This design comes from an exercise in tuning for small area, a short achievable clock period and few clock cycles on the open sky130 flow, not from production work. In this exercise RTL edits were held to simulation tests only and were not proved equivalent to the original.

==> flow/design.v (excerpt) <==
module dither_core (
    input  wire        clk,
    input  wire        rst,           
    input  wire        start,         
    input  wire [1:0]  op,            
    input  wire [15:0] width,
    input  wire [15:0] height,
    input  wire [15:0] stride,
    input  wire [15:0] src_base,
    input  wire [15:0] dbuf_base,
    input  wire [7:0]  qstep,
    input  wire        dout,
    output reg         busy,
    output reg         done,          
    output reg  [2:0]  err_code,      
    output reg         mem_req,
    output reg         mem_we,
    output reg  [15:0] mem_addr,
    output reg  [7:0]  mem_wdata,
    input  wire [7:0]  mem_rdata
);
For scale: ~3400 cells after synthesis, ~250 flip-flops, roughly 130 I/O pins, ~28000 um^2 of cells after synthesis.
==> flow/config.mk <==
export PLATFORM = sky130hd
export DESIGN_NAME = dither_core
export DESIGN_NICKNAME = dither_core
export VERILOG_FILES = /design/flow/design.v
export SDC_FILE = /design/flow/constraint.sdc
export NUM_CORES = 4
export LEC_CHECK = 0
export CAP_MARGIN = 20
export CORE_MARGIN = 2
export CORE_UTILIZATION = 65
export CTS_CLUSTER_DIAMETER = 100
export CTS_CLUSTER_SIZE = 30
export SLEW_MARGIN = 20
==> flow/constraint.sdc <==
create_clock -name core_clock -period 30.0 [get_ports {clk}]
set_input_delay 6.0000 -clock core_clock [delete_from_list [all_inputs] [get_ports {clk}]]
set_output_delay 6.0000 -clock core_clock [all_outputs]
set_load 0.01 [all_outputs]
standard.sh (not shown) runs the stock make flow with config.mk's settings and CLKGATE_MAP_FILE= SYNTH_SCRIPT=/design/flow/synth_recipe.tcl, a recipe that flattens the netlist after the stock synthesis.
==> flow/flow/run.sh <==
#!/bin/bash
# The standard layout, with every input and output port buffered by a
# sky130_fd_sc_hd__buf_2 instead of the delay buffer buffer_ports picks by
# default.  Each tool's output stays in orfs/logs; make's own output goes to
# standard.log.
set -euo pipefail
export BUFFER_PORTS_ARGS="-buffer_cell sky130_fd_sc_hd__buf_2"
bash standard.sh > standard.log 2>&1
Testbench counts at the start, summed over its fixed seeds: cycles 97,441.
==> next run, changes <==
CORE_UTILIZATION = 40   (was 65)
Effect:
- The changed run finished with timing, DRC and antenna clean
- utilization drops by 26 points
- setup slack loses 0.060 ns
- worst hold slack is about the same
- synthesized area does not change
- routed wire length drops by 3.2%
- design area climbs by 1.7%
- first-iteration DRC count drops by 25%
==> next run, changes <==
CTS_CLUSTER_DIAMETER = 80   (was 100)
CTS_CLUSTER_SIZE = 24   (was 30)
Outcome: The changed run completed with no timing, DRC or antenna violations. Clock skew goes up by 0.0077 ns. Global-route usage hardly moves. Via count is about the same.

---

dither_core again, from the RTL that the note above started with.
## dither_core
module dither_core (
    input  wire        clk,
    input  wire        rst,           
    input  wire        start,         
    input  wire [1:0]  op,            
    input  wire [15:0] width,
    input  wire [15:0] height,
    input  wire [15:0] stride,
    input  wire [15:0] src_base,
    input  wire [15:0] dbuf_base,
    input  wire [7:0]  qstep,
    input  wire        dout,
    output reg         busy,
    output reg         done,          
    output reg  [2:0]  err_code,      
    output reg         mem_req,
    output reg         mem_we,
    output reg  [15:0] mem_addr,
    output reg  [7:0]  mem_wdata,
    input  wire [7:0]  mem_rdata
);
==> flow/config.mk <==
export PLATFORM = sky130hd
export DESIGN_NAME = dither_core
export DESIGN_NICKNAME = dither_core
export VERILOG_FILES = /design/flow/design.v
export SDC_FILE = /design/flow/constraint.sdc
export NUM_CORES = 4
export LEC_CHECK = 0
export CAP_MARGIN = 20
export CORE_MARGIN = 2
export CORE_UTILIZATION = 65
export CTS_CLUSTER_DIAMETER = 80
export CTS_CLUSTER_SIZE = 24
export SLEW_MARGIN = 20
==> flow/constraint.sdc <==
create_clock -name core_clock -period 30.0 [get_ports {clk}]
set_input_delay 6.0000 -clock core_clock [delete_from_list [all_inputs] [get_ports {clk}]]
set_output_delay 6.0000 -clock core_clock [all_outputs]
set_load 0.01 [all_outputs]
Scripts as last shown in full above: flow/flow/run.sh
Testbench counts at the start, summed over its fixed seeds: cycles 97,441.
Rerun with:
CTS_CLUSTER_DIAMETER = not set   (was 80)
CTS_CLUSTER_SIZE = not set   (was 24)
What happened:
- register-to-register slack degrades by 0.04 ns
- critical path depth does not change
- area after synthesis stays the same
Rerun with:
CORE_UTILIZATION = 40   (was 65)
After rerunning: Via count decreases by about 5.5%; global-route usage came out lower by 17 points; core utilization came out lower by 27 points; area after synthesis does not change; register-to-register slack gets better by 0.09 ns; clock-buffer cell count increases by 6; die area grows by 61%; cell area grows by about 1.5%.

## what the ideal ports hide
How much do the figures lean on ideal ports? The routed layouts below were timed once more, with nothing changed but the port constraints.
Step 1: set_driving_cell puts a clkbuf_16 on clk and a buf_2 on each other input, an assumption about the parent block.
Step 2 also shifts input and output timing later by t, the mid clock arrival at the registers, as if the neighbouring blocks saw the same clock.
Slacks: no drivers / after step 1 / after step 2; pairs: no drivers / after step 1.
run | shift t [ns] | setup WS [ns] | latest minus earliest clock arrival (ns) | slew at the worst register clock pin (ns)
the first run of note 1 | 0.595 | 22.713 / 22.653 / 22.843 | 0.042 / 0.043 | 0.12 / 0.12
the second run of note 1 | 0.595 | 22.653 / 22.590 / 22.833 | 0.046 / 0.047 | 0.12 / 0.12
the third run of note 1 | 0.629 | 22.650 / 22.585 / 22.842 | 0.056 / 0.056 | 0.10 / 0.10
the first run of note 2 | 0.629 | 22.675 / 22.615 / 22.831 | 0.031 / 0.031 | 0.10 / 0.10
the second run of note 2 | 0.651 | 22.670 / 22.607 / 22.831 | 0.026 / 0.027 | 0.07 / 0.07
the third run of note 2 | 0.661 | 22.602 / 22.538 / 22.863 | 0.050 / 0.050 | 0.07 / 0.07
After both steps every run listed still meets setup and hold.
